Source: an optimization exercise on an open RTL-to-GDS flow (aim: small area, a short achievable clock period and few clock cycles per item). Production flows keep margins and buffers that such runs may drop.
Function was checked by simulation only, so behaviour that the tests miss may differ from the original.
Power figures rest on the tool's default switching activity, not on a simulated workload.

**flow/design.v**
```verilog
module ghost_mask (
    input  wire       clk,
    input  wire       rst,         
    input  wire       in_valid,
    output wire       in_ready,
    input  wire [7:0] in_cyc,
    input  wire       in_last,     
    input  wire [1:0] in_wsel,     
    input  wire [4:0] in_cols,     
    input  wire [7:0] in_tol,      
    output wire       out_valid,
    input  wire       out_ready,
    output wire       out_mask,
    output wire       out_last     
);
    localparam [1:0] M_IDLE = 2'd0, M_RUN = 2'd1, M_TAIL = 2'd2, M_FLUSH = 2'd3;
    function gt8;
        input [7:0] a, b;
        reg [7:0] g0, e0;
        reg [3:0] g1, e1;
        reg [1:0] g2, e2;
        integer n;
        begin
            g0 = a & ~b;
            e0 = ~(a ^ b);
            for (n = 0; n < 4; n = n + 1) begin
                g1[n] = g0[2*n+1] | (e0[2*n+1] & g0[2*n]);
                e1[n] = e0[2*n+1] & e0[2*n];
            end
            for (n = 0; n < 2; n = n + 1) begin
                g2[n] = g1[2*n+1] | (e1[2*n+1] & g1[2*n]);
                e2[n] = e1[2*n+1] & e1[2*n];
            end
            gt8 = g2[1] | (e2[1] & g2[0]);
        end
    endfunction
    function [7:0] max8;
        input [7:0] a, b;
        max8 = gt8(a, b) ? a : b;
    endfunction
    function [7:0] min8;
        input [7:0] a, b;
        min8 = gt8(a, b) ? b : a;
    endfunction
    reg       a0;
    reg [7:0] p_pix;
    reg       p_last;
    reg       in_ready_r;
    reg       waitf;       
    reg [1:0] h_r;
    reg [4:0] wm1_r;
    reg [7:0] tol_r;
    wire [3:0] sel = wm1_r[4] ? wm1_r[3:0] : 4'd0;
    reg rst_r;
    wire acc_in = in_valid && in_ready_r && !rst;
    always @(posedge clk) begin
        p_pix <= in_cyc;
        p_last <= in_last;
        a0    <= acc_in;
        rst_r <= rst;
        if (waitf) begin
            h_r   <= in_wsel;
            wm1_r <= in_cols;
            tol_r <= in_tol;
        end
    end
    reg [1:0] mode;
    reg [4:0] ncol;        
    reg [4:0] dph;         
    reg [2:0] rs;          
    reg [2:0] wb;          
    reg [1:0] vp;          
    reg [1:0] fl;          
    reg       credit_ok;      
    reg       vv, vrs, vem, vlast, vfst, xv;
    reg [5:0] vm;
    reg [7:0] xold;
    wire first  = (mode == M_IDLE);
    wire al0    = (dph == 5'd0);                 
    wire vtick  = (mode == M_TAIL) && al0 && credit_ok;
    wire tick   = a0 || vtick;
    wire rowend = (ncol == wm1_r);
    reg  [5:0] vmask;
    reg  [5:0] wmask;
    integer b, kk;
    always @(*) begin
        for (b = 0; b < 6; b = b + 1) begin
            kk = wb - b;
            if (kk <= 0) kk = kk + 6;
            vmask[b] = (kk <= 2 * h_r) && (kk <= rs) && (kk >= vp);
            wmask[b] = a0 && (wb == b);
        end
    end
    wire last_e = vtick ? (vp == h_r && rowend) : (p_last && h_r == 2'd0);
    reg [1:0] mode_n;
    always @(*) begin
        mode_n = mode;
        if (a0) begin
            if (p_last) mode_n = (h_r == 2'd0) ? M_FLUSH : M_TAIL;
            else        mode_n = M_RUN;
        end else if (vtick) begin
            if (last_e) mode_n = M_FLUSH;
        end else if (mode == M_FLUSH && (fl == 2'd0 || (bubble && fl == 2'd1))) begin
            mode_n = M_IDLE;
        end
    end
    wire [4:0] lm1   = {1'b1, sel};              
    wire       wshort = !wm1_r[4];               
    wire [4:0] lmw   = wshort ? 5'd16 - {1'b0, wm1_r[3:0]} : 5'd0;    
    wire [4:0] dph_n = !tick ? ((dph == 5'd0) ? lm1 : dph - 5'd1) :
                       rowend ? lmw : 5'd0;
    wire [4:0] ncol_n = (mode_n == M_IDLE) ? 5'd0 : tick ? (rowend ? 5'd0 : ncol + 5'd1) : ncol;
    wire       e0n   = !(ncol_n == wm1_r && wshort);
    wire       e1n   = (dph_n == 5'd1);
    wire rdy_idle = credit_ok && (mode_n == M_IDLE);
    wire rdy_run1 = credit_ok && (mode_n == M_RUN) && e0n;
    wire rdy_run0 = credit_ok && (mode_n == M_RUN) && e1n;
    wire rdy_n = acc_in ? (!in_last && ((rdy_idle && in_cols != 5'd0) || rdy_run1)) :
                          (rdy_idle || rdy_run0);
    wire bubble = (mode == M_FLUSH) && !vv && (fl != 2'd0) && credit_ok;
    always @(posedge clk) begin
        dph <= dph_n;
        if (rst)
            in_ready_r <= 1'b0;
        else if (rst_r)
            in_ready_r <= 1'b1;
        else
            in_ready_r <= rdy_n;
        if (rst_r) begin
            mode  <= M_IDLE;
            waitf <= 1'b1;
            ncol  <= 5'd0;
            rs    <= 3'd0;
            wb    <= 3'd0;
            vp    <= 2'd0;
            fl    <= 2'd0;
        end else begin
            mode <= mode_n;
            if (acc_in)
                waitf <= 1'b0;
            ncol <= ncol_n;
            if (tick) begin
                if (rowend) begin
                    rs <= (rs == 3'd6) ? 3'd6 : rs + 3'd1;
                    wb <= (wb == 3'd5) ? 3'd0 : wb + 3'd1;
                    if (a0 && p_last) vp <= 2'd1;
                    else if (vtick)   vp <= vp + 2'd1;
                end
                if (last_e) fl <= h_r;
            end
            if (bubble) fl <= fl - 2'd1;
            if (mode_n == M_IDLE) begin
                waitf <= !acc_in;
                rs    <= 3'd0;
                wb    <= 3'd0;
                vp    <= 2'd0;
            end
        end
    end
    reg  [47:0]      s0;
    reg  [16*48-1:0] g16;
    reg  [47:0]      g1;
    reg  [2*48-1:0]  g2;
    reg  [4*48-1:0]  g4;
    reg  [8*48-1:0]  g8;
    wire [47:0] y0 = g16[16*48-1 -: 48];
    wire [47:0] y1 = sel[0] ? g1 : y0;
    wire [47:0] y2 = sel[1] ? g2[2*48-1 -: 48] : y1;
    wire [47:0] y3 = sel[2] ? g4[4*48-1 -: 48] : y2;
    wire [47:0] fb = sel[3] ? g8[8*48-1 -: 48] : y3;
    reg [47:0] s0_d;
    reg [7:0]  old_d;
    integer q;
    always @(*) begin
        old_d = 8'd0;
        for (q = 0; q < 6; q = q + 1) begin
            s0_d[8*q +: 8] = wmask[q] ? p_pix : fb[8*q +: 8];
            old_d = old_d | (fb[8*q +: 8] & {8{wmask[q]}});
        end
    end
    always @(posedge clk) begin
        s0  <= s0_d;
        g16 <= {g16[15*48-1:0], s0};
        g1  <= y0;
        g2  <= {g2[47:0], y1};
        g4  <= {g4[3*48-1:0], y2};
        g8  <= {g8[7*48-1:0], y3};
    end
    always @(posedge clk) begin
        xold  <= old_d;
        xv    <= |(wmask & vmask);
        vm    <= wmask | vmask;
        vrs   <= (ncol == 5'd0);
        vem   <= (rs >= {1'b0, h_r});
        vlast <= last_e;
        vfst  <= first;
        if (rst_r) vv <= 1'b0;
        else       vv <= tick;
    end
    reg [7:0] cx [0:6];
    reg [7:0] cn [0:6];
    integer e;
    always @(*) begin
        for (e = 0; e < 6; e = e + 1) begin
            cx[e] = s0[8*e +: 8] & {8{vm[e]}};
            cn[e] = s0[8*e +: 8] | {8{!vm[e]}};
        end
        cx[6] = xold & {8{xv}};
        cn[6] = xold | {8{!xv}};
    end
    wire [7:0] vmax = max8(max8(max8(cx[0], cx[1]), max8(cx[2], cx[3])),
                           max8(max8(cx[4], cx[5]), cx[6]));
    wire [7:0] vmin = min8(min8(min8(cn[0], cn[1]), min8(cn[2], cn[3])),
                           min8(min8(cn[4], cn[5]), cn[6]));
    reg [7:0] hmax [1:6];
    reg [7:0] hmin [1:6];
    reg [5:1] hrs;
    reg [3:1] hem;
    reg [3:1] hlast;
    wire      shift = vv || bubble;
    wire [5:0] rsn = {hrs[5:1], !vv || vrs};
    wire [3:0] emn = {hem[3:1] & {3{!(vv && vfst)}}, vv && vem};
    wire [3:0] lsn = {hlast[3:1], vv && vlast};
    integer j;
    always @(posedge clk) begin
        if (shift) begin
            hmax[1] <= vmax;
            hmin[1] <= vmin;
            for (j = 2; j < 7; j = j + 1) begin
                hmax[j] <= hmax[j - 1];
                hmin[j] <= hmin[j - 1];
            end
            hrs   <= rsn[4:0];
            hlast <= lsn[2:0];
        end
        if (rst_r)
            hem <= 3'd0;
        else if (shift)
            hem <= emn[2:0];
    end
    wire [5:0] hrs_nx = shift ? {rsn[4:0], 1'b0} : {hrs[5:1], 1'b0};
    wire [5:0] rsx    = {hrs_nx[5:1], !tick || (ncol == 5'd0)};
    reg  [6:0] hv_n, hv;
    always @(*) begin
        hv_n = 7'd0;
        case (h_r)
            2'd0: hv_n[0] = 1'b1;
            2'd1: begin
                hv_n[1] = 1'b1;
                hv_n[0] = !rsx[0];
                hv_n[2] = !rsx[1];
            end
            2'd2: begin
                hv_n[2] = 1'b1;
                hv_n[1] = !rsx[1];
                hv_n[0] = !(rsx[0] || rsx[1]);
                hv_n[3] = !rsx[2];
                hv_n[4] = !(rsx[2] || rsx[3]);
            end
            default: begin
                hv_n[3] = 1'b1;
                hv_n[2] = !rsx[2];
                hv_n[1] = !(rsx[1] || rsx[2]);
                hv_n[0] = !(rsx[0] || rsx[1] || rsx[2]);
                hv_n[4] = !rsx[3];
                hv_n[5] = !(rsx[3] || rsx[4]);
                hv_n[6] = !(rsx[3] || rsx[4] || rsx[5]);
            end
        endcase
    end
    always @(posedge clk) hv <= hv_n;
    reg [7:0] dx [1:6];
    reg [7:0] dn [1:6];
    integer m;
    always @(*) begin
        for (m = 1; m < 7; m = m + 1) begin
            dx[m] = hmax[m] & {8{hv[m]}};
            dn[m] = hmin[m] | {8{!hv[m]}};
        end
    end
    wire [7:0] qmax = max8(max8(max8(dx[1], dx[2]), dx[3]), max8(max8(dx[4], dx[5]), dx[6]));
    wire [7:0] qmin = min8(min8(min8(dn[1], dn[2]), dn[3]), min8(min8(dn[4], dn[5]), dn[6]));
    wire [7:0] wmax = max8(qmax, vmax & {8{hv[0]}});
    wire [7:0] wmin = min8(qmin, vmin | {8{!hv[0]}});
    reg c_emit, c_last;
    always @(*) begin
        case (h_r)
            2'd0:    begin c_emit = emn[0]; c_last = lsn[0]; end
            2'd1:    begin c_emit = emn[1]; c_last = lsn[1]; end
            2'd2:    begin c_emit = emn[2]; c_last = lsn[2]; end
            default: begin c_emit = emn[3]; c_last = lsn[3]; end
        endcase
    end
    reg [7:0] pmax, pmin;
    reg       pv, pl;
    always @(posedge clk) begin
        pmax <= wmax;
        pmin <= wmin;
        pl   <= c_last;
        if (rst_r) pv <= 1'b0;
        else       pv <= shift && c_emit;
    end
    wire res = ({1'b0, pmax} - {1'b0, pmin}) > {1'b0, tol_r};
    localparam integer QB = 6;     
    reg [QB-1:0] bm, bl;
    reg [2:0]    wp, rp;
    reg [2:0]    bc;                
    reg          ov, om, ol;
    wire [2:0] wp_n = (wp == QB - 1) ? 3'd0 : wp + 3'd1;
    wire [2:0] rp_n = (rp == QB - 1) ? 3'd0 : rp + 3'd1;
    wire       bne  = (bc != 3'd0);
    wire       hm   = bm[rp];
    wire       hl   = bl[rp];
    wire       fr_load = bne;
    wire [2:0] bc_fr = bc + {2'd0, pv} - {2'd0, bne};
    wire [2:0] bc_hd = bc + {2'd0, pv};
    wire       free  = out_ready || !ov;
    always @(posedge clk) begin
        if (pv) begin
            bm[wp] <= res;
            bl[wp] <= pl;
        end
        if (free && fr_load) begin
            om <= hm;
            ol <= hl;
        end
        if (rst_r) begin
            wp <= 3'd0;
            rp <= 3'd0;
            bc <= 3'd0;
            ov <= 1'b0;
        end else begin
            if (pv) wp <= wp_n;
            if (free) begin
                ov <= fr_load;
                if (fr_load) rp <= rp_n;
                bc <= bc_fr;
            end else begin
                bc <= bc_hd;
            end
            if (rst) ov <= 1'b0;
        end
    end
    always @(*) credit_ok = ({1'b0, bc} + {3'd0, ov}) <= 4'd2;
    assign in_ready  = in_ready_r;
    assign out_valid = ov;
    assign out_mask  = om;
    assign out_last  = ol;
endmodule
```
**flow/flow/run.sh**
```bash
#!/bin/bash
# The standard layout, except that the port buffers are plain buf_2
# cells instead of the delay buffers buffer_ports picks by default.
set -euo pipefail
bash standard.sh BUFFER_PORTS_ARGS="-buffer_cell sky130_fd_sc_hd__buf_2" finish > standard.log 2>&1
```
**flow/standard.sh**
```bash
#!/bin/bash
# synth_recipe.tcl (not shown) runs the flow's synth.tcl, then flattens the netlist and writes it again
# the make line also repeats each setting of config.mk as NAME=value (left out here)
make -C /OpenROAD-flow-scripts/flow DESIGN_CONFIG=/design/flow/config.mk WORK_HOME=/design/flow/orfs CLKGATE_MAP_FILE= SYNTH_SCRIPT=/design/flow/synth_recipe.tcl "${@:-finish}"
```
**flow/constraint.sdc**
```tcl
create_clock -name core_clock -period 30.0 [get_ports {clk}]
set_input_delay 6.0000 -clock core_clock [delete_from_list [all_inputs] [get_ports {clk}]]
set_output_delay 6.0000 -clock core_clock [all_outputs]
set_load 0.01 [all_outputs]
```
**flow/config.mk**
```make
export PLATFORM = sky130hd
export DESIGN_NAME = ghost_mask
export DESIGN_NICKNAME = ghost_mask
export VERILOG_FILES = /design/flow/design.v
export SDC_FILE = /design/flow/constraint.sdc
export NUM_CORES = 4
export LEC_CHECK = 0
export ABC_AREA = 1
export CAP_MARGIN = 20
export CORE_MARGIN = 2
export CORE_UTILIZATION = 75
export CTS_BUF_LIST = sky130_fd_sc_hd__clkbuf_8
export CTS_CLUSTER_DIAMETER = 60
export CTS_CLUSTER_SIZE = 16
export SLEW_MARGIN = 20
```
==> summary.txt, run 1 <==
* Leakage at 0.02416 uW
* WL/cell at 18.01 um
* CTS clk-pin slew, worst paths at 0.10 ns
* Syn-to-layout area delta at 6.220%
* EDFF count, synth at 133
* Hold-fix buffer count after cts at 0
* Synthesized instance count at 4488
* Syn_area_per_cell at 11.32 um2
* CTS max path bufs at 3
* Max Cap Viol at 0
* Most common cell after layout, fill and taps aside: dfxtp_1
* Routed wire length at 98770 um
* Max-slew violation count at 0
* Post-layout utilization of the core at 80.37%
* FF-to-FF Start: vm[0]$_DFF_P_
* Critical path type: reg2out
* Post-DP HPWL at 65480 um
* Number of buffers created by CTS at 132
* Post-CTS Setup Inserts at 0
* Die ar. at 0.06985 mm2
* Yosys Warn Count at 7
* Max Freq at 136.6 MHz
* Slowest-stage cell, CP: dfxtp_1
* Critical path cell sequence: buf_2
* Kind of end point of the critical path: primary output
* Unrepaired setup endpoints after global routing: no
* Port Buffer Count at 31
* Worst Hold End: g8[150]$_DFF_P_
* Core area at 0.06716 mm2
* First drt pass iteration count at 6
* Via/cell ratio at 5.375
* FP Rows at 95
* Initial drt markers at 2109
* P per Cell Area at 88.74 mW/mm2
* Async S/R FF share, synth at 0%
* Primary FF master, synth: dfxtp_1
* WHS at 0.3113 ns
* Crit share post-route at 24.39%
* Clock latency on the worst-skew pair at 0.84 ns
* Highest Signal Layer: met4
* Hold Fails Final Rpt at 0
* R2R cell count at 33
* Clock tree from TritonCTS: yes
* Initial Util at 75.66%
* Setup ws final at 22.68 ns
* Slew @ Worst Pin at 1.032 ns
* Clk sinks at 1762
* DR WL met2 at 47170 um
* Synth top area cells: dfxtp_1, edfxtp_1, nand2_1, ha_1, o21ai_0
* CP required at 24.00 ns
* Flop-to-flop setup slack at 23.06 ns
* Sequential share of the synthesized area at 72.04%
* Cell variety after synth at 62
* Total number of vias at 29470
* Peak supply drop at 0.07700 mV
* Root buffer cell: clkbuf_8
* Critical Path Fanout Max at 3
* Layout cell share with drive strength beyond 1 at 6.858%
* # DRC at 0
* Hold path cells at 0
* Initial antenna violation count at 3
* Final ANT Viol Nets at 0
* Reg2reg end: pmin[7]$_DFF_P_
* Final min period at 7.318 ns
* Final clock skew at 0.04994 ns
* Min-delay src: g8[102]$_DFF_P_
* Synth Register Bits at 1762
* Max_slew headroom at 30.45%
* Chip Height at 264.3 um
* Largest net degree at the start of global routing at 59
* Crit path arrival time at 1.32 ns
* Cts repair resizes at 0
* Status: finished clean
* GR Util All Layers at 28.60%
* M1 WL at 44040 um
* # setup viols final at 0
* Most frequent cells in the layout: dfxtp_1, nand2_1, inv_1, nor2_1, o21ai_0
* H-tree levels at 4
* GRT overflow at 0
* Hold crit path type: reg2reg
* Final Power at 4790 uW
* Layout net count at 4844
* Metal3 WL at 4884 um
* RePlAce Congestion at 0.9185
* Number of global-route vias before repair at 29520
* Synth Cell Area at 0.05081 mm2
* Die Wd at 264.3 um
* Pre-CTS setup slack at 22.90 ns
* Largest stage delay on the critical path at 0.37 ns
* CP Launch Type: flip-flop
* Ports at 32
* Area share of the largest cell type after synthesis at 64.18%
* Syn_nets at 4763
* Synth area leader: dfxtp_1
* Worst path bufs/invs at 1
* Largest delay share family, worst path: flip-flops
* Setup TNS at 0 ns
* First-pass GRT wire length at 155000 um
[worst reg2reg max path: cells and delay by family, from the launching register on]
family | cells | cell delay [ns]
AOI/OAI and AO/OA | 11 | 2.84
buffers and inverters | 4 | 0.76
DFF | 1 | 0.56
adders and majority gates | 4 | 1.25
and+or+nand+nor | 14 | 1.48
[power by group]
| part | switching, uW | total (uW) | internal [uW] |
|---|---|---|---|
| Sequential | 187 | 3100 | 2920 |
| Clock | 714 | 1160 | 443 |
| Combinational | 356 | 529 | 172 |
[kinds of logic after synthesis]
logic type | Yosys count | share of synthesized area [%]
compound gates | 564 | 6.326
xor+xnor | 19 | 0.3275
fa+ha+maj | 247 | 6.097
buf+inv | 418 | 3.235
flops | 1762 | 72.04
mux | 1 | 0.01970
simple gates | 1477 | 11.96
[state kept, by name, summed over array words and instances (netlist names), 7 cells and up]
name	cells
g1	48
g2	96
tol_r	8
hmax	48
xold	8
g8	384
hv	7
g4	192
s0	48
pmin	8
hmin	48
g16	768
pmax	8
p_pix	8
[final cells by class]
type                    instances  area [um2]
flip-flops and latches       1762       36610
fillers                      3856       13180
multi-input cells            2308       12590
clock buffers                 135        1858
inverters                     321        1205
well taps                     873        1092
clock inverters                38       364.1
repair buffers                 44       252.7
diodes                          2       5.005
[synth_stat cells (7+ instances only)]
library cell  count
o22ai_1          12
edfxtp_1        133
nand3b_1         11
or2_2            17
nand4_1          12
nand2_2          43
ha_1            246
nor2_2           11
o21bai_1          8
inv_1           301
inv_2            16
a31oi_1          53
nand2_1         914
nor2_1          308
o21ai_2           7
a211oi_1         31
xor2_1           13
nand3_1         133
a21oi_1         134
buf_1            17
o21ai_0         262
clkbuf_1         62
dfxtp_1        1629
o221ai_1         13
[metal layers]
layer	up-vias	GRT usage (%)
met4	0	10.12
met3	196	4.959
met5	-	0
met1	13860	37.79
met2	768	47.91
li1	14650	-
[through the flow]
step / std cells / cell area [um2]
6_report: 5483 / 53980
5_1_grt: 5482 / 53970
4_1_cts: 5480 / 53960
3_5_place_dp: 5307 / 51740
3_3_place_gp: 5307 / 51740
2_1_floorplan: 4488 / 50820
[how the worst max path moves through the flow]
stage / from / endpoint / slack [ns] / cells after the start
finish: ov$_SDFFE_PP0N_ / out_valid / 22.68 / 1
global route: vm[0]$_DFF_P_ / pmin[7]$_DFF_P_ / 22.46 / 32
CTS: ov$_SDFFE_PP0N_ / out_valid / 22.62 / 1
detailed placement: in_cols[1] / in_ready_r$_SDFF_PP0_ / 22.90 / 6
global placement: in_cols[1] / in_ready_r$_SDFF_PP0_ / 22.88 / 6
floorplan: in_cols[1] / in_ready_r$_SDFF_PP0_ / 23.06 / 5
Testbench counts, summed over its fixed seeds: cycles 35,203, items 32,428.
==> inputs of run 2 (changes only) <==
--- a/flow/config.mk
+++ b/flow/config.mk
@@ -11,3 +11,3 @@
 export CORE_UTILIZATION = 75
-export CTS_BUF_LIST = sky130_fd_sc_hd__clkbuf_8
+export CTS_BUF_LIST = sky130_fd_sc_hd__clkbuf_8 sky130_fd_sc_hd__clkbuf_16
 export CTS_CLUSTER_DIAMETER = 60
==> run 2 against run 1 <==
Against the previous run: sequential power about the same; die area did not move; cell count about the same; sequential share of layout area shrank 2.0 points; flip-flop and latch count is the same; setup slack gained 0.087 ns; utilization rose by 2.4 points; register-to-register slack worse by 0.06 ns; synthesized cell count unchanged; power up 11%; synthesized area unchanged; critical path depth is the same; critical endpoint unchanged.
==> summary.txt, run 2 <==
* Status: finished clean
* CP Depth at 1 (unchanged)
* Initial Util at 75.66% (unchanged)
* Final min period at 7.232 ns (-0.08680 ns)
* Top Registers: g16: 768 flops, g8: 384 flops, g4: 192 flops
* Area share of the largest cell type after synthesis at 64.18% (unchanged)
* Most instantiated library cell after synthesis: dfxtp_1
* Synth top area cells: dfxtp_1, edfxtp_1, nand2_1, ha_1, o21ai_0
* Max Freq at 138.3 MHz (+1.2%)
* Max-slew violation count at 0 (unchanged)
* # diodes at 0 (-2)
* CP Launch Type: flip-flop
* Die ar. at 0.06985 mm2 (unchanged)
* Cts repair resizes at 0 (unchanged)
* Unrepaired setup endpoints after global routing: no
* CP required at 24.00 ns (about the same)
* Routed wire length at 112500 um (+14%)
* R2R cell count at 30 (-9.1%)
* Slowest-stage cell, CP: dfxtp_1
* Crit share post-route at 24.11% (-0.29 points)
* Chip Height at 264.3 um (unchanged)
* Most common cell after layout, fill and taps aside: dfxtp_1
* Hold-fix buffer count after cts at 0 (unchanged)
* Primary FF master, synth: dfxtp_1
* Root buffer cell: clkbuf_16
* CTS clk-pin slew, worst paths at 0.07 ns (-0.03 ns)
* Layout net count at 4843 (-0.021%)
* Filler instances at 3413 (-11%)
* Worst path bufs/invs at 1 (unchanged)
* Synth Register Bits at 1762 (unchanged)
* Largest stage delay on the critical path at 0.36 ns (about the same)
* # DRC at 0 (unchanged)
* Number of buffers created by CTS at 132 (unchanged)
* P per Cell Area at 96.02 mW/mm2 (+8.2%)
* Critical Path Fanout Max at 3 (unchanged)
* Syn_nets at 4763 (unchanged)
* Clk sinks at 1762 (unchanged)
* WL/cell at 20.54 um (+14%)
* Synth Cell Area at 0.05081 mm2 (unchanged)
* Core area at 0.06716 mm2 (unchanged)
* Synth area leader: dfxtp_1
* Initial drt markers at 2532 (+20%)
* Kind of end point of the critical path: primary output
* Layout cell share with drive strength beyond 1 at 6.837% (-0.020 points)
* EDFF count, synth at 133 (unchanged)
* Critical path type: reg2out
* Max_slew headroom at 31.50% (+1.1 points)
* Syn-to-layout area delta at 9.421%
* Setup TNS at 0 ns (unchanged)
* Leakage at 0.02490 uW (+3.0%)
* GRT overflow at 0 (unchanged)
* Die Wd at 264.3 um (unchanged)
* Final ANT Viol Nets at 0 (unchanged)
* Crit path arrival time at 1.23 ns (-0.09 ns)
* Total number of vias at 30930 (+5.0%)
* Async S/R FF share, synth at 0% (unchanged)
* Hold crit path type: reg2reg
* H-tree levels at 4 (unchanged)
* # setup viols final at 0 (unchanged)
* CP Capture Point: out_valid
* Slew @ Worst Pin at 1.017 ns (-0.01564 ns)
* Port Buffer Count at 31 (unchanged)
* GR Util All Layers at 32.71% (+4.1 points)
* Max Cap Viol at 0 (unchanged)
* First-pass GRT wire length at 175700 um (+13%)
* Post-CTS Setup Inserts at 0 (unchanged)
* Max FFs per register at 768 (unchanged)
* Clock tree from TritonCTS: yes
* FF-to-FF Start: hv[1]$_DFF_P_
* Synth top cells by count: dfxtp_1, nand2_1, nor2_1
* Flop-to-flop setup slack at 23.00 ns (-0.06 ns)
* Yosys Warn Count at 7 (unchanged)
* Worst setup path start: ov$_SDFFE_PP0N_
* Via/cell ratio at 5.645 (+5.0%)
* Ports at 32 (unchanged)
* Initial antenna violation count at 3 (unchanged)
* First drt pass iteration count at 8 (+2)
* Largest delay share family, worst path: flip-flops
* Critical path cell sequence: buf_2
* Post-layout utilization of the core at 82.79% (+2.4 points)
* Reg2reg end: pmin[7]$_DFF_P_
* Peak supply drop at 0.07329 mV (-4.8%)
* CTS max path bufs at 3 (unchanged)
* Clock latency on the worst-skew pair at 0.74 ns (-0.10 ns)
* Hold Fails Final Rpt at 0 (unchanged)
* Post-DP HPWL at 65480 um (unchanged)
* Sequential share of the synthesized area at 72.04% (unchanged)
* Cell variety after synth at 62 (unchanged)
* Top reg by flops: g16
* Largest net degree at the start of global routing at 59 (unchanged)
* Synthesized instance count at 4488 (unchanged)
* Syn_area_per_cell at 11.32 um2 (unchanged)
* RePlAce Congestion at 0.9185 (unchanged)
* Final clock skew at 0.03360 ns (-0.01634 ns)
* FP Rows at 95 (unchanged)
* Most frequent cells in the layout: dfxtp_1, nand2_1, inv_1, nor2_1, o21ai_0
* Number of global-route vias before repair at 32200 (+9.1%)
[run 2: worst reg2reg max path, delay by kind of cell, from the launching register on]
| kind | cells | cell delay (ns) |
|---|---|---|
| DFF | 1 | 0.63 |
| adders and majority gates | 4 | 1.36 |
| buffers and inverters | 4 | 0.96 |
| AOI/OAI and AO/OA | 10 | 2.67 |
| and+or+nand+nor | 12 | 1.28 |
[run 2: layout make-up]
type	count	area [um2]	share of cell area, %
clock inverter	37	469.2	0.8439
multi-input combinational	2308	12590	22.65
tap	873	1092	1.964
timing repair buffer	43	245.2	0.4411
clock buffer	136	3392	6.100
inverter	321	1205	2.167
sequential	1762	36610	65.83
[run 2: worst min-delay path by stage]
stage                       endpoint  slack (ns)  cells after the start              from
global placement     g16[63]$_DFF_P_        0.31                      0   g16[15]$_DFF_P_
global route         g8[249]$_DFF_P_        0.31                      0   g8[201]$_DFF_P_
CTS                  g8[249]$_DFF_P_        0.30                      0   g8[201]$_DFF_P_
finish               g8[184]$_DFF_P_        0.31                      0   g8[136]$_DFF_P_
detailed placement  g16[308]$_DFF_P_        0.31                      0  g16[260]$_DFF_P_
floorplan           g16[100]$_DFF_P_        0.31                      0   g16[52]$_DFF_P_
[run 2: power breakdown]
group	leakage [uW]	internal, uW	switching, uW
clock	0.00192	837	821
combinational	0.00804	173	374
sequential	0.0149	2920	214
[run 2: through the flow]
stage               cell area [um2]  hold WS, ns  total power [uW]  worst slack [ns]  std cells
finish                        55600       0.3107              5339             22.77       5480
global route                  55600       0.3100              5535             22.41       5480
CTS                           55600       0.2993              5349             22.74       5480
detailed placement            51740       0.3121              3663             22.90       5307
global placement              51740       0.3096              3612             22.88       5307
floorplan                     50820       0.3096              3441             23.06       4488
[run 2: routing by layer]
| metal | share of wire, % | wire length [um] | GRT usage [%] | up-vias |
|---|---|---|---|---|
| met1 | 40 | 45100 | 40.16 | 14670 |
| met2 | 50 | 55820 | 56.77 | 1217 |
| met5 | 0.012 | 13 | 0 | - |
| li1 | - | - | - | 14670 |
| met3 | 6.1 | 6899 | 5.621 | 381 |
| met4 | 4.2 | 4709 | 14.73 | 2 |
[run 2: kinds of logic after synthesis]
kind of cell / share of synthesized area [%]
flip-flops: 72.04
AND/OR/NAND/NOR: 11.96
multiplexers: 0.01970
XOR/XNOR: 0.3275
AO/OA/AOI/OAI: 6.326
buffers and inverters: 3.235
adder cells (fa/ha/maj): 6.097
==> inputs of run 3 (changes only) <==
--- a/flow/config.mk
+++ b/flow/config.mk
@@ -11,5 +11,5 @@
 export CORE_UTILIZATION = 75
-export CTS_BUF_LIST = sky130_fd_sc_hd__clkbuf_8 sky130_fd_sc_hd__clkbuf_16
-export CTS_CLUSTER_DIAMETER = 60
-export CTS_CLUSTER_SIZE = 16
+export CTS_BUF_LIST = sky130_fd_sc_hd__clkbuf_8
+export CTS_CLUSTER_DIAMETER = 70
+export CTS_CLUSTER_SIZE = 18
 export SLEW_MARGIN = 20
==> run 3 against run 2 <==
Against the previous run: critical path depth stayed put; clock power down 39%; hold slack better by 0.0061 ns; synthesized area unchanged; critical endpoint unchanged; critical path type unchanged; still clean.
==> summary.txt, run 3 <==
* Synth top area cells: dfxtp_1, edfxtp_1, nand2_1, ha_1, o21ai_0
* Flop-to-flop setup slack at 23.09 ns (+0.09 ns)
* Sequential share of the synthesized area at 72.04% (unchanged)
* Peak supply drop at 0.07421 mV (+1.3%)
* First drt pass iteration count at 5 (-3)
* Syn_area_per_cell at 11.32 um2 (unchanged)
* Slowest-stage cell, CP: dfxtp_1
* Largest net degree at the start of global routing at 59 (unchanged)
* Most instantiated library cell after synthesis: dfxtp_1
* CP Capture Point: out_valid
* Critical path type: reg2out
* Hold path cells at 0 (unchanged)
* Max Cap Viol at 0 (unchanged)
* Top Registers: g16: 768 flops, g8: 384 flops, g4: 192 flops
* Max Freq at 137.5 MHz (-0.55%)
* Setup TNS at 0 ns (unchanged)
* Max_slew headroom at 21.23% (-10 points)
* Worst setup path start: ov$_SDFFE_PP0N_
* WL/cell at 17.53 um (-15%)
* Initial drt markers at 2021 (-20%)
* Number of global-route vias before repair at 28760 (-11%)
* # DRC at 0 (unchanged)
* EDFF count, synth at 133 (unchanged)
* Chip Height at 264.3 um (unchanged)
* Hold crit path type: reg2reg
* CP Depth at 1 (unchanged)
* First-pass GRT wire length at 150800 um (-14%)
* Max-slew violation count at 0 (unchanged)
* Area share of the largest cell type after synthesis at 64.18% (unchanged)
* # setup viols final at 0 (unchanged)
* GRT overflow at 0 (unchanged)
* Synth Cell Area at 0.05081 mm2 (unchanged)
* Critical Path Fanout Max at 3 (unchanged)
* Most frequent cells in the layout: dfxtp_1, nand2_1, inv_1, nor2_1, o21ai_0
* H-tree levels at 3 (-1)
* Yosys Warn Count at 7 (unchanged)
* Critical path cell sequence: buf_2
* Clock tree from TritonCTS: yes
* Synth Register Bits at 1762 (unchanged)
* Kind of end point of the critical path: primary output
* Core area at 0.06716 mm2 (unchanged)
* Leakage at 0.02389 uW (-4.0%)
* Layout net count at 4820 (-0.47%)
* Top reg by flops: g16
* Final min period at 7.272 ns (+0.04010 ns)
* Async S/R FF share, synth at 0% (unchanged)
* Largest delay share family, worst path: flip-flops
* Final ANT Viol Nets at 0 (unchanged)
* Max FFs per register at 768 (unchanged)
* Root buffer cell: clkbuf_8
* Synth top cells by count: dfxtp_1, nand2_1, nor2_1
* RePlAce Congestion at 0.9185 (unchanged)
* Primary FF master, synth: dfxtp_1
* FF-to-FF Start: vm[2]$_DFF_P_
* Syn-to-layout area delta at 5.168%
* Initial antenna violation count at 4 (+1)
* Slew @ Worst Pin at 1.169 ns (+0.1526 ns)
* Die ar. at 0.06985 mm2 (unchanged)
* Synthesized instance count at 4488 (unchanged)
* Reg2reg end: pmin[0]$_DFF_P_
* Pre-CTS setup slack at 22.90 ns (unchanged)
* Routed wire length at 95390 um (-15%)
* Hold-fix buffer count after cts at 0 (unchanged)
* Die Wd at 264.3 um (unchanged)
* Cts repair resizes at 0 (unchanged)
* Via/cell ratio at 5.343 (-5.3%)
* Synth area leader: dfxtp_1
* Unrepaired setup endpoints after global routing: no
* Worst path bufs/invs at 1 (unchanged)
* FP Rows at 95 (unchanged)
* Post-DP HPWL at 65480 um (unchanged)
* Initial Util at 75.66% (unchanged)
* CTS clk-pin slew, worst paths at 0.11 ns (+0.04 ns)
* Port Buffer Count at 31 (unchanged)
* R2R cell count at 32 (+6.7%)
* Layout cell share with drive strength beyond 1 at 6.042% (-0.80 points)
* GR Util All Layers at 27.53% (-5.2 points)
* CTS max path bufs at 3 (unchanged)
* CP Launch Type: flip-flop
* Cell variety after synth at 62 (unchanged)
* Setup ws final at 22.73 ns (-0.04010 ns)
* Number of buffers created by CTS at 109 (-17%)
* Most common cell after layout, fill and taps aside: dfxtp_1
* Crit share post-route at 24.24% (+0.13 points)
* Ports at 32 (unchanged)
* Crit path arrival time at 1.27 ns (+0.04 ns)
* CP required at 24.00 ns (about the same)
* Syn_nets at 4763 (unchanged)
* Clock latency on the worst-skew pair at 0.76 ns (+0.02 ns)
* Final clock skew at 0.05699 ns (+0.02338 ns)
* Status: finished clean
* Largest stage delay on the critical path at 0.38 ns (+0.02 ns)
* Clk sinks at 1762 (unchanged)
* Hold Fails Final Rpt at 0 (unchanged)
* P per Cell Area at 86.58 mW/mm2 (-9.8%)
* Post-CTS Setup Inserts at 0 (unchanged)
* Total number of vias at 29080 (-6.0%)
-- run 3: cell count changes in the layout (fill, tap and decap cells not counted), moves of 2 or more --
cell	previous run	this run
clkbuf_16	135	0
clkbuf_8	1	110
clkinv_16	6	1
diode_2	0	2
inv_16	5	0
inv_6	5	1
-- run 3: metal layers --
layer	track usage [%]	part of all wire [%]
met1	37.45	45
met2	45.95	47
met3	4.055	4.8
met4	8.738	2.9
met5	0	0
-- run 3: logic make-up after synthesis --
family / after synthesis / synth area share [%]
flip-flops: 1762 / 72.04
AND/OR/NAND/NOR: 1477 / 11.96
AO/OA/AOI/OAI: 564 / 6.326
buffers and inverters: 418 / 3.235
adder cells (fa/ha/maj): 247 / 6.097
XOR/XNOR: 19 / 0.3275
multiplexers: 1 / 0.01970
-- run 3: through the flow --
stage,instances,util (%),power (uW),hold slack (ns),instance area [um2]
after floorplan,4488,-,3441,0.3096,50820
after global placement,5307,77.04,3612,0.3096,51740
after detailed placement,5307,77.04,3663,0.3121,51740
after CTS,5441,79.57,4647,0.2968,53440
after global routing,5442,79.57,4839,0.3111,53440
final,5443,79.58,4627,0.3169,53440
-- run 3: final cells by class --
type                    instances  area (um2)
diodes                          2       5.005
clock buffers                 110        1514
clock inverters                24       181.4
fillers                      4006       13720
inverters                     321        1205
multi-input cells            2308       12590
flip-flops and latches       1762       36610
well taps                     873        1092
repair buffers                 43       245.2
-- run 3: worst min path at each step --
stage	startpoint	end	slack (ns)
4_1_cts	g16[246]$_DFF_P_	g16[294]$_DFF_P_	0.30
6_report	g16[246]$_DFF_P_	g16[294]$_DFF_P_	0.32
5_1_grt	g16[109]$_DFF_P_	g16[157]$_DFF_P_	0.31
3_3_place_gp	g16[15]$_DFF_P_	g16[63]$_DFF_P_	0.31
2_1_floorplan	g16[52]$_DFF_P_	g16[100]$_DFF_P_	0.31
3_5_place_dp	g16[260]$_DFF_P_	g16[308]$_DFF_P_	0.31
-- run 3: where the power goes --
part           internal (uW)  switching, uW
combinational            172            353
sequential              2920            181
clock                    340            666
total                   3430           1200
==> inputs of run 4 (changes only) <==
--- a/flow/design.v
+++ b/flow/design.v
@@ -74,5 +74,4 @@
     reg       credit_ok;      
-    reg       vv, vrs, vem, vlast, vfst, xv;
+    reg       vv, vrs, vem, vlast, vfst;
     reg [5:0] vm;
-    reg [7:0] xold;
     wire first  = (mode == M_IDLE);
@@ -170,15 +169,14 @@
     wire [47:0] fb = sel[3] ? g8[8*48-1 -: 48] : y3;
-    reg [47:0] s0_d;
-    reg [7:0]  old_d;
+    reg [5:0]  wmd;        
+    reg [7:0]  rf;         
+    reg        vreal;
+    reg [47:0] s0_w;
     integer q;
     always @(*) begin
-        old_d = 8'd0;
-        for (q = 0; q < 6; q = q + 1) begin
-            s0_d[8*q +: 8] = wmask[q] ? p_pix : fb[8*q +: 8];
-            old_d = old_d | (fb[8*q +: 8] & {8{wmask[q]}});
-        end
+        for (q = 0; q < 6; q = q + 1)
+            s0_w[8*q +: 8] = wmd[q] ? rf : s0[8*q +: 8];
     end
     always @(posedge clk) begin
-        s0  <= s0_d;
-        g16 <= {g16[15*48-1:0], s0};
+        s0  <= fb;
+        g16 <= {g16[15*48-1:0], s0_w};
         g1  <= y0;
@@ -189,5 +187,5 @@
     always @(posedge clk) begin
-        xold  <= old_d;
-        xv    <= |(wmask & vmask);
-        vm    <= wmask | vmask;
+        rf    <= p_pix;
+        vreal <= a0;
+        vm    <= vmask;
         vrs   <= (ncol == 5'd0);
@@ -196,4 +194,9 @@
         vfst  <= first;
-        if (rst_r) vv <= 1'b0;
-        else       vv <= tick;
+        if (rst_r) begin
+            vv  <= 1'b0;
+            wmd <= 6'd0;
+        end else begin
+            vv  <= tick;
+            wmd <= wmask;
+        end
     end
@@ -207,4 +210,4 @@
         end
-        cx[6] = xold & {8{xv}};
-        cn[6] = xold | {8{!xv}};
+        cx[6] = rf & {8{vreal}};
+        cn[6] = rf | {8{!vreal}};
     end
--- a/flow/config.mk
+++ b/flow/config.mk
@@ -10,3 +10,3 @@
 export CORE_MARGIN = 2
-export CORE_UTILIZATION = 75
+export CORE_UTILIZATION = 70
 export CTS_BUF_LIST = sky130_fd_sc_hd__clkbuf_8
==> run 4 against run 3 <==
Against the previous run: combinational power shrank 14%; clock power barely moved; critical endpoint unchanged; maximum frequency is 0.33% lower; power decreased by 1.5%; still clean; flip-flop and latch count rose by 6; cell count hardly changed.
==> summary.txt, run 4 <==
* Status: finished clean
* Max Freq at 137.1 MHz (-0.33%)
* Number of buffers created by CTS at 109 (unchanged)
* Yosys Warn Count at 7 (unchanged)
* Max FFs per register at 768 (unchanged)
* Total number of vias at 28030 (-3.6%)
* Crit path arrival time at 1.30 ns (+0.03 ns)
* Synth top cells by count: dfxtp_1, nand2_1, nor2_1
* Sequential share of the synthesized area at 72.53% (+0.49 points)
* Area share of the largest cell type after synthesis at 64.64% (+0.47 points)
* RePlAce Congestion at 0.8830 (-3.9%)
* CTS clk-pin slew, worst paths at 0.11 ns (about the same)
* Core area at 0.07161 mm2 (+6.6%)
* Die Wd at 273.0 um (+3.3%)
* Routed wire length at 87870 um (-7.9%)
* Flop-to-flop setup slack at 23.20 ns (+0.11 ns)
* Post-CTS Setup Inserts at 0 (unchanged)
* Critical path cell sequence: buf_2
* Most common cell after layout, fill and taps aside: dfxtp_1
* Top Registers: g16: 768 flops, g8: 384 flops, g4: 192 flops
* # DRC at 0 (unchanged)
* Primary FF master, synth: dfxtp_1
* Via/cell ratio at 5.147 (-3.7%)
* Syn_nets at 4682 (-1.7%)
* Synth top area cells: dfxtp_1, edfxtp_1, nand2_1, ha_1, nor2_1
* Most frequent cells in the layout: dfxtp_1, nand2_1, nor2_1, inv_1, ha_1
* Most instantiated library cell after synthesis: dfxtp_1
* Ports at 32 (unchanged)
* EDFF count, synth at 133 (unchanged)
* Area of the multi-input gates at 0.01232 mm2 (-2.2%)
* Cts repair resizes at 0 (unchanged)
* Hold-fix buffer count after cts at 0 (unchanged)
* Setup TNS at 0 ns (unchanged)
* Die ar. at 0.07450 mm2 (+6.7%)
* Root buffer cell: clkbuf_8
* Max_slew headroom at 31.11% (+9.9 points)
* Worst setup path start: ov$_SDFFE_PP0N_
* Initial drt markers at 1669 (-17%)
* Initial Util at 70.71% (-5.0 points)
* Clk sinks at 1768 (+0.34%)
* WL/cell at 16.14 um (-7.9%)
* Synth area leader: dfxtp_1
* GR Util All Layers at 23.89% (-3.6 points)
* FF/Latch Area at 0.03673 mm2 (+0.33%)
* Worst path bufs/invs at 1 (unchanged)
* Synthesized instance count at 4407 (-1.8%)
* CTS max path bufs at 3 (unchanged)
* Max-slew violation count at 0 (unchanged)
* Post-layout utilization of the core at 74.64% (-4.9 points)
* Min-delay src: g2[41]$_DFF_P_
* Post-DP HPWL at 59190 um (-9.6%)
* Largest stage delay on the critical path at 0.38 ns (about the same)
* Largest net degree at the start of global routing at 79 (+34%)
* First-pass GRT wire length at 140300 um (-7.0%)
* Layout cell share with drive strength beyond 1 at 6.054% (+0.012 points)
* GRT overflow at 0 (unchanged)
* Unrepaired setup endpoints after global routing: no
* Pre-CTS setup slack at 23.03 ns (+0.1259 ns)
* Hold crit path type: reg2reg
* Leakage at 0.02390 uW (about the same)
* Clock latency on the worst-skew pair at 0.77 ns (about the same)
* H-tree levels at 3 (unchanged)
* Port Buffer Count at 31 (unchanged)
* Max Cap Viol at 0 (unchanged)
* Slew @ Worst Pin at 1.033 ns (-0.1359 ns)
* Clock tree from TritonCTS: yes
* P per Cell Area at 85.31 mW/mm2 (-1.5%)
* Kind of end point of the critical path: primary output
* Hold Fails Final Rpt at 0 (unchanged)
* First drt pass iteration count at 6 (+1)
* Chip Height at 273.0 um (+3.3%)
* Layout net count at 4743 (-1.6%)
* Top reg by flops: g16
* Initial antenna violation count at 1 (-3)
* Synth Cell Area at 0.05063 mm2 (-0.35%)
* Final ANT Viol Nets at 0 (unchanged)
* Cell variety after synth at 61 (-1.6%)
* Synth Register Bits at 1768 (+0.34%)
* Filler instances at 4795 (+20%)
* Syn-to-layout area delta at 5.555%
* Critical Path Fanout Max at 3 (unchanged)
* Crit share post-route at 24.32% (+0.079 points)
* FP Rows at 98 (+3.2%)
* Critical path type: reg2out
* CP required at 24.00 ns (about the same)
* FF-to-FF Start: vm[4]$_DFF_P_
* Setup ws final at 22.70 ns (-0.02380 ns)
* CP Launch Type: flip-flop
* Async S/R FF share, synth at 0% (unchanged)
* Largest delay share family, worst path: flip-flops
* Final min period at 7.296 ns (+0.02380 ns)
* Peak supply drop at 0.08122 mV (+9.5%)
* # setup viols final at 0 (unchanged)
* Final clock skew at 0.04286 ns (-0.01413 ns)
* Number of global-route vias before repair at 27030 (-6.0%)
* Syn_area_per_cell at 11.49 um2 (+1.5%)
* Slowest-stage cell, CP: dfxtp_1
-- run 4: cell types whose count changed after synthesis, sizes merged, moves of 12 or more --
cell,change
o21ai,-92
nand3,-46
a31oi,+44
mux2,+36
nand2,-33
nor2,+25
o221ai,-12
-- run 4: worst paths after layout --
check / to / depth (start not counted)
setup reg to reg: pmin[3]$_DFF_P_ / 32
hold reg to reg: g2[89]$_DFF_P_ / 0
hold / removal: g2[89]$_DFF_P_ / 0
setup / recovery: out_valid / 1
-- run 4: stage by stage --
step	hold WS (ns)	total power (uW)	area, um2	cells
after floorplan	0.3096	3401	50630	4407
after global placement	0.3095	3558	51700	5307
after detailed placement	0.3121	3596	51700	5307
after CTS	0.2755	4599	53440	5443
after global routing	0.3030	4792	53450	5444
final	0.2965	4560	53450	5445
-- run 4: cell families after synthesis --
logic type,after synthesis,synth area share (%)
flops,1768,72.53
simple gates,1412,11.22
compound gates,504,5.711
buf+inv,416,3.198
fa+ha+maj,247,6.118
mux,40,0.8797
xor+xnor,20,0.3459
-- run 4: final cells by class --
| cell class | instances | share of cell area, % |
|---|---|---|
| Antenna cell | 2 | 0.009364 |
| Clock buffer | 114 | 2.936 |
| Clock inverter | 22 | 0.3301 |
| Inverter | 321 | 2.254 |
| Multi-Input combinational cell | 2223 | 23.05 |
| Sequential cell | 1768 | 68.71 |
| Tap cell | 950 | 2.224 |
| Timing Repair Buffer | 45 | 0.4869 |
-- run 4: layer usage --
layer,vias up,wire [um],GRT usage (%)
li1,14290,-,-
met3,119,3693,3.541
met5,-,0,0
met1,13110,42670,34.46
met4,0,1567,6.054
met2,507,39940,38.28
-- run 4: power breakdown --
| group | internal, uW | switching (uW) | leakage, uW |
|---|---|---|---|
| clock network | 351 | 663 | 0.000947 |
| logic | 156 | 298 | 0.00797 |
| registers | 2920 | 172 | 0.0150 |
Testbench counts of run 4, summed over its fixed seeds: cycles 35,203, items 32,428.
==> inputs of run 5 (changes only) <==
--- a/flow/config.mk
+++ b/flow/config.mk
@@ -10,5 +10,5 @@
 export CORE_MARGIN = 2
-export CORE_UTILIZATION = 70
+export CORE_UTILIZATION = 75
 export CTS_BUF_LIST = sky130_fd_sc_hd__clkbuf_8
-export CTS_CLUSTER_DIAMETER = 70
+export CTS_CLUSTER_DIAMETER = 45
 export CTS_CLUSTER_SIZE = 18
==> run 5 against run 4 <==
Against the previous run: register-to-register slack better by 0.04 ns; first-iteration DRC count up 29%; setup slack got worse by 0.012 ns; cell count fell by 0.39%; flip-flop and latch count unchanged; utilization is 6.1 points higher; global-route usage is 3.2 points higher; sequential power about the same; clock power rose by 24%; routed wire length increased by 6.9%; count of clock-buffer cells in the layout up 31.
==> summary.txt, run 5 <==
* Crit path arrival time at 1.31 ns (about the same)
* Post-DP HPWL at 61840 um (+4.5%)
* Unrepaired setup endpoints after global routing: no
* Total number of vias at 28770 (+2.6%)
* Hold-fix buffer count after cts at 0 (unchanged)
* Die ar. at 0.06961 mm2 (-6.6%)
* Setup TNS at 0 ns (unchanged)
* First drt pass iteration count at 6 (unchanged)
* Top Registers: g16: 768 flops, g8: 384 flops, g4: 192 flops
* Via/cell ratio at 5.303 (+3.0%)
* WL/cell at 17.32 um (+7.3%)
* Max Freq at 136.8 MHz (-0.16%)
* Post-layout utilization of the core at 80.78% (+6.1 points)
* Final clock skew at 0.05189 ns (+0.009036 ns)
* Layout cell share with drive strength beyond 1 at 7.319% (+1.3 points)
* H-tree levels at 4 (+1)
* Synth top cells by count: dfxtp_1, nand2_1, nor2_1
* Most common cell after layout, fill and taps aside: dfxtp_1
* Post-CTS Setup Inserts at 0 (unchanged)
* Critical Path Fanout Max at 1 (-2)
* Max Cap Viol at 0 (unchanged)
* Root buffer cell: clkbuf_8
* Synth area leader: dfxtp_1
* Largest delay share family, worst path: flip-flops
* Primary FF master, synth: dfxtp_1
* Peak supply drop at 0.08744 mV (+7.7%)
* Cell variety after synth at 61 (unchanged)
* Core area at 0.06704 mm2 (-6.4%)
* Layout net count at 4764 (+0.44%)
* CTS max path bufs at 3 (unchanged)
* Worst path bufs/invs at 1 (unchanged)
* Ports at 32 (unchanged)
* Initial drt markers at 2156 (+29%)
* Top reg by flops: g16
* Cts repair resizes at 0 (unchanged)
* CP Launch Type: flip-flop
* Clk sinks at 1768 (unchanged)
* Kind of end point of the critical path: primary output
* Chip Height at 263.8 um (-3.3%)
* Leakage at 0.02428 uW (+1.6%)
* Post-Place Cells at 5226 (-1.5%)
* Port Buffer Count at 31 (unchanged)
* Routed wire length at 93920 um (+6.9%)
* Synthesized instance count at 4407 (unchanged)
* Final ANT Viol Nets at 0 (unchanged)
* Max_slew headroom at 20.42% (-11 points)
* Crit share post-route at 24.36% (+0.040 points)
* Largest net degree at the start of global routing at 60 (-24%)
* Most frequent cells in the layout: dfxtp_1, nand2_1, nor2_1, inv_1, ha_1
* CP Depth at 1 (unchanged)
* Async S/R FF share, synth at 0% (unchanged)
* Fin cells at 5424 (-0.39%)
* # DRC at 0 (unchanged)
* CP required at 24.00 ns (about the same)
* Sequential share of the synthesized area at 72.53% (unchanged)
* Initial Util at 75.53% (+4.8 points)
* GR Util All Layers at 27.14% (+3.2 points)
* Synth Cell Area at 0.05063 mm2 (unchanged)
* Filler instances at 3816 (-20%)
* Synth Register Bits at 1768 (unchanged)
* Hold Fails Final Rpt at 0 (unchanged)
* Yosys Warn Count at 7 (unchanged)
* Hold path cells at 0 (unchanged)
* Slew @ Worst Pin at 1.164 ns (+0.1303 ns)
* R2R cell count at 32 (unchanged)
* Syn-to-layout area delta at 6.946%
* # setup viols final at 0 (unchanged)
* P per Cell Area at 88.92 mW/mm2 (+4.2%)
* Most instantiated library cell after synthesis: dfxtp_1
* RePlAce Congestion at 0.8833 (about the same)
* Cell Area, Placed at 0.05157 mm2 (-0.24%)
* Area share of the largest cell type after synthesis at 64.64% (unchanged)
* Final min period at 7.308 ns (+0.01200 ns)
* Initial antenna violation count at 3 (+2)
* Max-slew violation count at 0 (unchanged)
* Critical path type: reg2out
* CTS clk-pin slew, worst paths at 0.10 ns (about the same)
* First-pass GRT wire length at 147600 um (+5.2%)
* Number of global-route vias before repair at 28300 (+4.7%)
* Syn_area_per_cell at 11.49 um2 (unchanged)
* Hold crit path type: reg2reg
* Slowest-stage cell, CP: edfxtp_1
* Clock tree from TritonCTS: yes
* Largest stage delay on the critical path at 0.37 ns (about the same)
* Status: finished clean
* FP Rows at 95 (-3.1%)
* Max FFs per register at 768 (unchanged)
* Clock latency on the worst-skew pair at 0.81 ns (+0.04 ns)
* Synth top area cells: dfxtp_1, edfxtp_1, nand2_1, ha_1, nor2_1
* Critical path cell sequence: buf_2
* EDFF count, synth at 133 (unchanged)
* Number of buffers created by CTS at 134 (+23%)
* Syn_nets at 4682 (unchanged)
* Die Wd at 263.8 um (-3.3%)
* Post-route cell area at 0.05415 mm2 (+1.3%)
* GRT overflow at 0 (unchanged)
[run 5: cell counts after synthesis]
Identical to the previous run, type by type.
[run 5: where the power goes]
group / internal [uW] / leakage (uW) / total [uW] / switching (uW)
clock network: 508 / 0.00134 / 1250 / 738
logic: 156 / 0.00795 / 457 / 301
registers: 2920 / 0.0150 / 3110 / 189
total: 3590 / 0.0243 / 4820 / 1230
[run 5: layout make-up]
cell class,count,area [um2],area share (%)
tap,873,1092,2.017
multi-input combinational,2223,12320,22.75
clock inverter,52,583.1,1.077
timing repair buffer,41,230.2,0.4251
clock buffer,145,1996,3.685
sequential,1768,36730,67.82
antenna,1,2.502,0.004621
inverter,321,1205,2.225
[run 5: logic make-up (layout without fill, tap and decap cells)]
kind of cell / Yosys count / in the layout / share of synthesized area [%]
flip-flops: 1768 / 1768 / 72.53
AND/OR/NAND/NOR: 1412 / 1412 / 11.22
AO/OA/AOI/OAI: 504 / 504 / 5.711
buffers and inverters: 416 / 559 / 3.198
adder cells (fa/ha/maj): 247 / 247 / 6.118
multiplexers: 40 / 40 / 0.8797
XOR/XNOR: 20 / 20 / 0.3459
other: 0 / 1 / 0
[run 5: worst paths after layout]
path	startpoint	slack (ns)	endpoint
worst max register to register	vm[4]$_DFF_P_	23.24	pmin[6]$_DFF_P_
worst min-delay path	g8[222]$_DFF_P_	0.28	g8[270]$_DFF_P_
worst min register to register	g8[222]$_DFF_P_	0.28	g8[270]$_DFF_P_
worst max-delay path	om$_DFFE_PP_	22.69	out_mask
[run 5: metrics by stage]
step / hold slack (ns) / setup WS, ns / total power [uW]
2_1_floorplan: 0.3096 / 23.27 / 3401
3_3_place_gp: 0.3097 / 23.06 / 3553
3_5_place_dp: 0.3121 / 23.03 / 3605
4_1_cts: 0.2951 / 22.62 / 4841
5_1_grt: 0.3049 / 22.61 / 5024
6_report: 0.2816 / 22.69 / 4815
[run 5: per-layer routing]
layer  vias up  global-route usage, %  share of wire, %
met5         -                      0                 0
met2       642                  45.67                48
met4         0                  8.400               2.4
met1     13570                  36.73                46
met3       178                  3.962               4.3
li1      14370                      -                 -
[run 5: worst register-to-register path: cells and delay by family, from the launching register on]
family          cells  cell delay [ns]
buf+inv             4             0.51
fa+ha+maj           4             1.23
simple gates       14             1.71
flops               1             0.58
compound gates     10             2.57
==> inputs of run 6 (changes only) <==
--- a/flow/config.mk
+++ b/flow/config.mk
@@ -9,2 +9,3 @@
 export CAP_MARGIN = 20
+export CORE_ASPECT_RATIO = 0.6
 export CORE_MARGIN = 2
@@ -12,3 +13,3 @@
 export CTS_BUF_LIST = sky130_fd_sc_hd__clkbuf_8
-export CTS_CLUSTER_DIAMETER = 45
+export CTS_CLUSTER_DIAMETER = 70
 export CTS_CLUSTER_SIZE = 18
==> run 6 against run 5 <==
Against the previous run: setup slack gained 0.018 ns; utilization fell by 0.67 points; critical path depth stayed put; flip-flop and latch count stayed put; register-to-register slack lost 0.28 ns; die area is essentially flat; cell count shrank 0.68%; synthesized cell count stayed put; critical path type unchanged; critical endpoint is now out_valid; largest cell class unchanged.
==> summary.txt, run 6 <==
* Status: finished clean
* Final min period at 7.290 ns (-0.01780 ns)
* Max FFs per register at 768 (unchanged)
* Clock tree from TritonCTS: yes
* Layout cell share with drive strength beyond 1 at 5.795% (-1.5 points)
* Max-slew violation count at 0 (unchanged)
* Syn_area_per_cell at 11.49 um2 (unchanged)
* Async S/R FF share, synth at 0% (unchanged)
* Core area at 0.06649 mm2 (-0.81%)
* CTS max path bufs at 3 (unchanged)
* Crit share post-route at 24.30% (-0.059 points)
* R2R cell count at 31 (-3.1%)
* Critical path type: reg2out
* Chip Height at 205.3 um (-22%)
* First drt pass iteration count at 5 (-1)
* First-pass GRT wire length at 145600 um (-1.3%)
* Die Wd at 339.4 um (+29%)
* Primary FF master, synth: dfxtp_1
* Leakage at 0.02386 uW (-1.7%)
* Peak supply drop at 0.08104 mV (-7.3%)
* Clk sinks at 1768 (unchanged)
* Initial Util at 76.15% (+0.62 points)
* Clock latency on the worst-skew pair at 0.79 ns (-0.02 ns)
* Initial drt markers at 2170 (+0.65%)
* Slowest-stage cell, CP: dfxtp_1
* Flop-to-flop setup slack at 22.96 ns (-0.28 ns)
* Synth Cell Area at 0.05063 mm2 (unchanged)
* EDFF count, synth at 133 (unchanged)
* Max Cap Viol at 0 (unchanged)
* Initial antenna violation count at 2 (-1)
* Hold-fix buffer count after cts at 0 (unchanged)
* # diodes at 0 (-1)
* Most frequent cells in the layout: dfxtp_1, nand2_1, nor2_1, inv_1, ha_1
* Final ANT Viol Nets at 0 (unchanged)
* Area share of the largest cell type after synthesis at 64.64% (unchanged)
* Largest delay share family, worst path: flip-flops
* H-tree levels at 3 (-1)
* P per Cell Area at 85.88 mW/mm2 (-3.4%)
* Number of buffers created by CTS at 108 (-19%)
* Layout net count at 4738 (-0.55%)
* WL/cell at 17.39 um (+0.43%)
* Sequential share of the synthesized area at 72.53% (unchanged)
* Setup TNS at 0 ns (unchanged)
* Top Registers: g16: 768 flops, g8: 384 flops, g4: 192 flops
* Synth area leader: dfxtp_1
* Cell variety after synth at 61 (unchanged)
* Synth Register Bits at 1768 (unchanged)
* GRT overflow at 0 (unchanged)
* RePlAce Congestion at 0.9074 (+2.7%)
* Syn-to-layout area delta at 5.194%
* Routed wire length at 93680 um (-0.25%)
* Most instantiated library cell after synthesis: dfxtp_1
* Cts repair resizes at 0 (unchanged)
* Unrepaired setup endpoints after global routing: no
* Post-route cell area at 0.05326 mm2 (-1.6%)
* Post-DP HPWL at 63910 um (+3.3%)
* Largest stage delay on the critical path at 0.38 ns (about the same)
* Ports at 32 (unchanged)
* Final Power at 4575 uW (-5.0%)
* Max Freq at 137.2 MHz (+0.24%)
* Syn_nets at 4682 (unchanged)
* Cell Area, Placed at 0.05160 mm2 (about the same)
* Worst path bufs/invs at 1 (unchanged)
* Number of global-route vias before repair at 27190 (-3.9%)
* Hold path cells at 0 (unchanged)
* Top reg by flops: g16
* Hold crit path type: reg2reg
* Most common cell after layout, fill and taps aside: dfxtp_1
* Slew @ Worst Pin at 0.9876 ns (-0.1760 ns)
* Post-CTS Setup Inserts at 0 (unchanged)
* Largest net degree at the start of global routing at 60 (unchanged)
* Via/cell ratio at 5.304 (about the same)
* CP Depth at 1 (unchanged)
* Yosys Warn Count at 7 (unchanged)
* Critical Path Fanout Max at 3 (+2)
* Root buffer cell: clkbuf_8
* Total number of vias at 28570 (-0.67%)
* Crit path arrival time at 1.29 ns (-0.02 ns)
* Hold Fails Final Rpt at 0 (unchanged)
* Die ar. at 0.06968 mm2 (about the same)
* GR Util All Layers at 26.97% (-0.17 points)
* CTS clk-pin slew, worst paths at 0.12 ns (+0.02 ns)
* Synth top cells by count: dfxtp_1, nand2_1, nor2_1
* FP Rows at 73 (-23%)
* Max_slew headroom at 32.46% (+12 points)
* Synthesized instance count at 4407 (unchanged)
* CP required at 24.00 ns (about the same)
* Port Buffer Count at 31 (unchanged)
* Critical path cell sequence: buf_2
* CP Launch Type: flip-flop
* # setup viols final at 0 (unchanged)
* Kind of end point of the critical path: primary output
* # DRC at 0 (unchanged)
* Final clock skew at 0.05313 ns (+0.001238 ns)
* Synth top area cells: dfxtp_1, edfxtp_1, nand2_1, ha_1, nor2_1
[run 6: cell counts after synthesis]
No cell type changed its count.
[run 6: through the flow]
step	std cells	setup WS, ns	utilization [%]	hold slack [ns]
finish	5387	22.71	80.11	0.2960
global route	5387	22.23	80.11	0.3085
CTS	5387	22.64	80.11	0.3026
detailed placement	5253	22.82	77.61	0.3121
global placement	5253	22.96	77.61	0.3095
floorplan	4407	23.27	-	0.3096
[run 6: area by class of cell]
| cell class | instances | area (um2) |
|---|---|---|
| timing repair buffer | 41 | 230.2 |
| tap | 900 | 1126 |
| inverter | 321 | 1205 |
| fill | 3922 | 13230 |
| multi-input combinational | 2223 | 12320 |
| clock inverter | 24 | 146.4 |
| clock buffer | 110 | 1514 |
| sequential | 1768 | 36730 |
[run 6: report_power, final]
group / total, uW / internal, uW / switching, uW
Sequential: 3100 / 2920 / 179
Combinational: 470 / 156 / 314
Clock: 1000 / 344 / 660
[run 6: worst register-to-register path: cells and delay by family, from the launching register on]
family          cells  cell delay (ns)
compound gates     11             2.57
fa+ha+maj           4             1.35
buf+inv             4             0.90
flops               1             0.67
simple gates       12             1.43
[run 6: logic make-up after synthesis]
group | share of synthesized area, %
compound gates | 5.711
xor+xnor | 0.3459
fa+ha+maj | 6.118
buf+inv | 3.198
flops | 72.53
mux | 0.8797
simple gates | 11.22
[run 6: worst paths after layout]
| check | start | endpoint |
|---|---|---|
| worst max-delay path | ov$_SDFFE_PP0N_ | out_valid |
| worst min-delay path | g8[33]$_DFF_P_ | g8[81]$_DFF_P_ |
| worst max register to register | hv[1]$_DFF_P_ | pmin[1]$_DFF_P_ |
| worst min register to register | g8[33]$_DFF_P_ | g8[81]$_DFF_P_ |
[run 6: routing by layer]
metal	vias to the layer above	part of all wire, %	GRT usage [%]
met2	804	42	40.22
met3	144	6.8	4.915
met5	-	0	0.06944
li1	14270	-	-
met1	13360	49	41.08
met4	0	2.1	6.653
==> inputs of run 7 (changes only) <==
--- a/flow/config.mk
+++ b/flow/config.mk
@@ -9,3 +9,2 @@
 export CAP_MARGIN = 20
-export CORE_ASPECT_RATIO = 0.6
 export CORE_MARGIN = 2
==> run 7 against run 6 <==
Against the previous run: critical path depth unchanged; routed wire length shrank 2.2%; largest cell class unchanged; flip-flop and latch count unchanged; power fell by 0.11%; hold slack better by 0.0094 ns; highest routed layer unchanged; largest power group unchanged; maximum frequency decreased by 0.20%.
==> summary.txt, run 7 <==
* Port Buffer Count at 31 (unchanged)
* First drt pass iteration count at 8 (+3)
* CTS clk-pin slew, worst paths at 0.11 ns (about the same)
* Hold crit path type: reg2reg
* Flop-to-flop setup slack at 23.26 ns (+0.30 ns)
* Top Registers: g16: 768 flops, g8: 384 flops, g4: 192 flops
* Cell variety after synth at 61 (unchanged)
* Hold Fails Final Rpt at 0 (unchanged)
* Chip Height at 263.8 um (+29%)
* Async S/R FF share, synth at 0% (unchanged)
* Total number of vias at 28410 (-0.56%)
* Syn_nets at 4682 (unchanged)
* Die ar. at 0.06961 mm2 (about the same)
* EDFF count, synth at 133 (unchanged)
* Largest stage delay on the critical path at 0.38 ns (about the same)
* P per Cell Area at 85.76 mW/mm2 (-0.14%)
* Worst path bufs/invs at 1 (unchanged)
* Unrepaired setup endpoints after global routing: no
* Peak supply drop at 0.07003 mV (-14%)
* Post-DP HPWL at 61840 um (-3.2%)
* Setup TNS at 0 ns (unchanged)
* Initial antenna violation count at 3 (+1)
* H-tree levels at 3 (unchanged)
* Max FFs per register at 768 (unchanged)
* Number of buffers created by CTS at 109 (+0.93%)
* Synthesized instance count at 4407 (unchanged)
* Max Freq at 136.9 MHz (-0.20%)
* Final min period at 7.304 ns (+0.01460 ns)
* Clk sinks at 1768 (unchanged)
* Hold-fix buffer count after cts at 0 (unchanged)
* Kind of end point of the critical path: primary output
* Syn-to-layout area delta at 5.226% (about the same)
* Max_slew headroom at 35.03% (+2.6 points)
* Layout cell share with drive strength beyond 1 at 5.901% (+0.11 points)
* Max-slew violation count at 0 (unchanged)
* Crit share post-route at 24.35% (+0.049 points)
* WL/cell at 17.07 um (-1.8%)
* Max Cap Viol at 0 (unchanged)
* Area share of the largest cell type after synthesis at 64.64% (unchanged)
* Cts repair resizes at 0 (unchanged)
* Sequential share of the synthesized area at 72.53% (unchanged)
* FF/Latch Area at 0.03673 mm2 (unchanged)
* Most common cell after layout, fill and taps aside: dfxtp_1
* Die Wd at 263.8 um (-22%)
* Primary FF master, synth: dfxtp_1
* Synth area leader: dfxtp_1
* CTS max path bufs at 3 (unchanged)
* FP Rows at 95 (+30%)
* Core area at 0.06704 mm2 (+0.82%)
* Post-route cell area at 0.05328 mm2 (about the same)
* GRT overflow at 0 (unchanged)
* First-pass GRT wire length at 144400 um (-0.83%)
* Final clock skew at 0.03768 ns (-0.01545 ns)
* Critical Path Fanout Max at 1 (-2)
* Number of global-route vias before repair at 27700 (+1.9%)
* Initial Util at 75.53% (-0.62 points)
* Slew @ Worst Pin at 0.9500 ns (-0.03755 ns)
* Synth Register Bits at 1768 (unchanged)
* GR Util All Layers at 26.34% (-0.63 points)
* Slowest-stage cell, CP: edfxtp_1
* Filler instances at 3981 (+1.5%)
* Ports at 32 (unchanged)
* Largest delay share family, worst path: flip-flops
* Initial drt markers at 1906 (-12%)
* Synth Cell Area at 0.05063 mm2 (unchanged)
* RePlAce Congestion at 0.8833 (-2.7%)
* Crit path arrival time at 1.30 ns (about the same)
* Syn_area_per_cell at 11.49 um2 (unchanged)
* Cell Area, Placed at 0.05157 mm2 (about the same)
* # setup viols final at 0 (unchanged)
* Root buffer cell: clkbuf_8
* CP Launch Type: flip-flop
* Via/cell ratio at 5.295 (-0.17%)
* Largest net degree at the start of global routing at 60 (unchanged)
* Synth top area cells: dfxtp_1, edfxtp_1, nand2_1, ha_1, nor2_1
* Critical path cell sequence: buf_2
* Synth top cells by count: dfxtp_1, nand2_1, nor2_1
* Most frequent cells in the layout: dfxtp_1, nand2_1, nor2_1, inv_1, ha_1
* Clock tree from TritonCTS: yes
* Layout net count at 4739 (+0.021%)
* Most instantiated library cell after synthesis: dfxtp_1
* Status: finished clean
* Critical path type: reg2out
* Top reg by flops: g16
* # DRC at 0 (unchanged)
* Post-CTS Setup Inserts at 0 (unchanged)
* Leakage at 0.02388 uW (about the same)
* Routed wire length at 91620 um (-2.2%)
* Yosys Warn Count at 7 (unchanged)
* Clock latency on the worst-skew pair at 0.77 ns (-0.02 ns)
* CP required at 24.00 ns (about the same)
* Final ANT Viol Nets at 0 (unchanged)
* Area of the multi-input gates at 0.01232 mm2 (unchanged)
==> run 7: cell counts after synthesis <==
No cell type changed its count.
==> run 7: logic make-up after synthesis <==
family / share of synthesized area (%)
and+or+nand+nor: 11.22
adders and majority gates: 6.118
DFF: 72.53
buffers and inverters: 3.198
xor gates and xnor gates: 0.3459
muxes: 0.8797
AOI/OAI and AO/OA: 5.711
==> run 7: power by group <==
group	switching (uW)	internal, uW
combinational	298	155
sequential	184	2920
clock	667	343
total	1150	3420
==> run 7: per-layer routing <==
layer	vias up	wire (um)	track usage [%]
li1	14280	-	-
met2	578	43140	44.26
met3	169	3796	3.076
met1	13390	42450	36.36
met4	0	2238	7.847
met5	-	0	0
==> run 7: per-stage QoR <==
stage,worst slack [ns],hold WS [ns],instances,power (uW),utilization [%]
after floorplan,23.27,0.3096,4407,3401,-
after global placement,23.06,0.3097,5226,3553,76.93
after detailed placement,23.03,0.3121,5226,3605,76.93
after CTS,22.63,0.2990,5364,4591,79.47
after global routing,22.62,0.3086,5365,4770,79.47
final,22.70,0.3054,5366,4569,79.48
==> run 7: layout make-up <==
class,instances,share of cell area [%]
timing repair buffer,41,0.4321
clock buffer,111,2.867
multi-input combinational,2223,23.12
antenna,2,0.009393
sequential,1768,68.93
tap,873,2.050
inverter,321,2.261
clock inverter,27,0.3335
==> run 7: worst paths after layout <==
path | depth (start not counted) | startpoint | to
worst min register to register | 0 | g16[672]$_DFF_P_ | g16[720]$_DFF_P_
worst max register to register | 30 | hv[4]$_DFF_P_ | pmin[1]$_DFF_P_
worst max-delay path | 1 | om$_DFFE_PP_ | out_mask
worst min-delay path | 0 | g16[672]$_DFF_P_ | g16[720]$_DFF_P_

## separate check: timing with driven ports
How much do the figures lean on ideal ports? The routed layouts below were timed once more, with nothing changed but the port constraints. Step 1 assumes that a clkbuf_16 drives the clock port and a buf_2 every other input. Step 2 times the ports against the registers' clock, not the clock port: input delays grow and output delays shrink by t, the midpoint of the rising clock arrivals with the driver on. Three values: no drivers, after step 1, after step 2; two values: the first two.
run	t (ns)	setup WS [ns]
run 1	0.879	22.682 / 22.614 / 22.909
run 2	0.798	22.768 / 22.695 / 22.896
run 3	0.803	22.728 / 22.660 / 22.927
run 4	0.804	22.705 / 22.647 / 23.015
run 5	0.845	22.693 / 22.627 / 23.006
run 6	0.825	22.710 / 22.649 / 22.824
run 7	0.810	22.696 / 22.636 / 23.024
After both steps setup and hold are still met in every run listed.
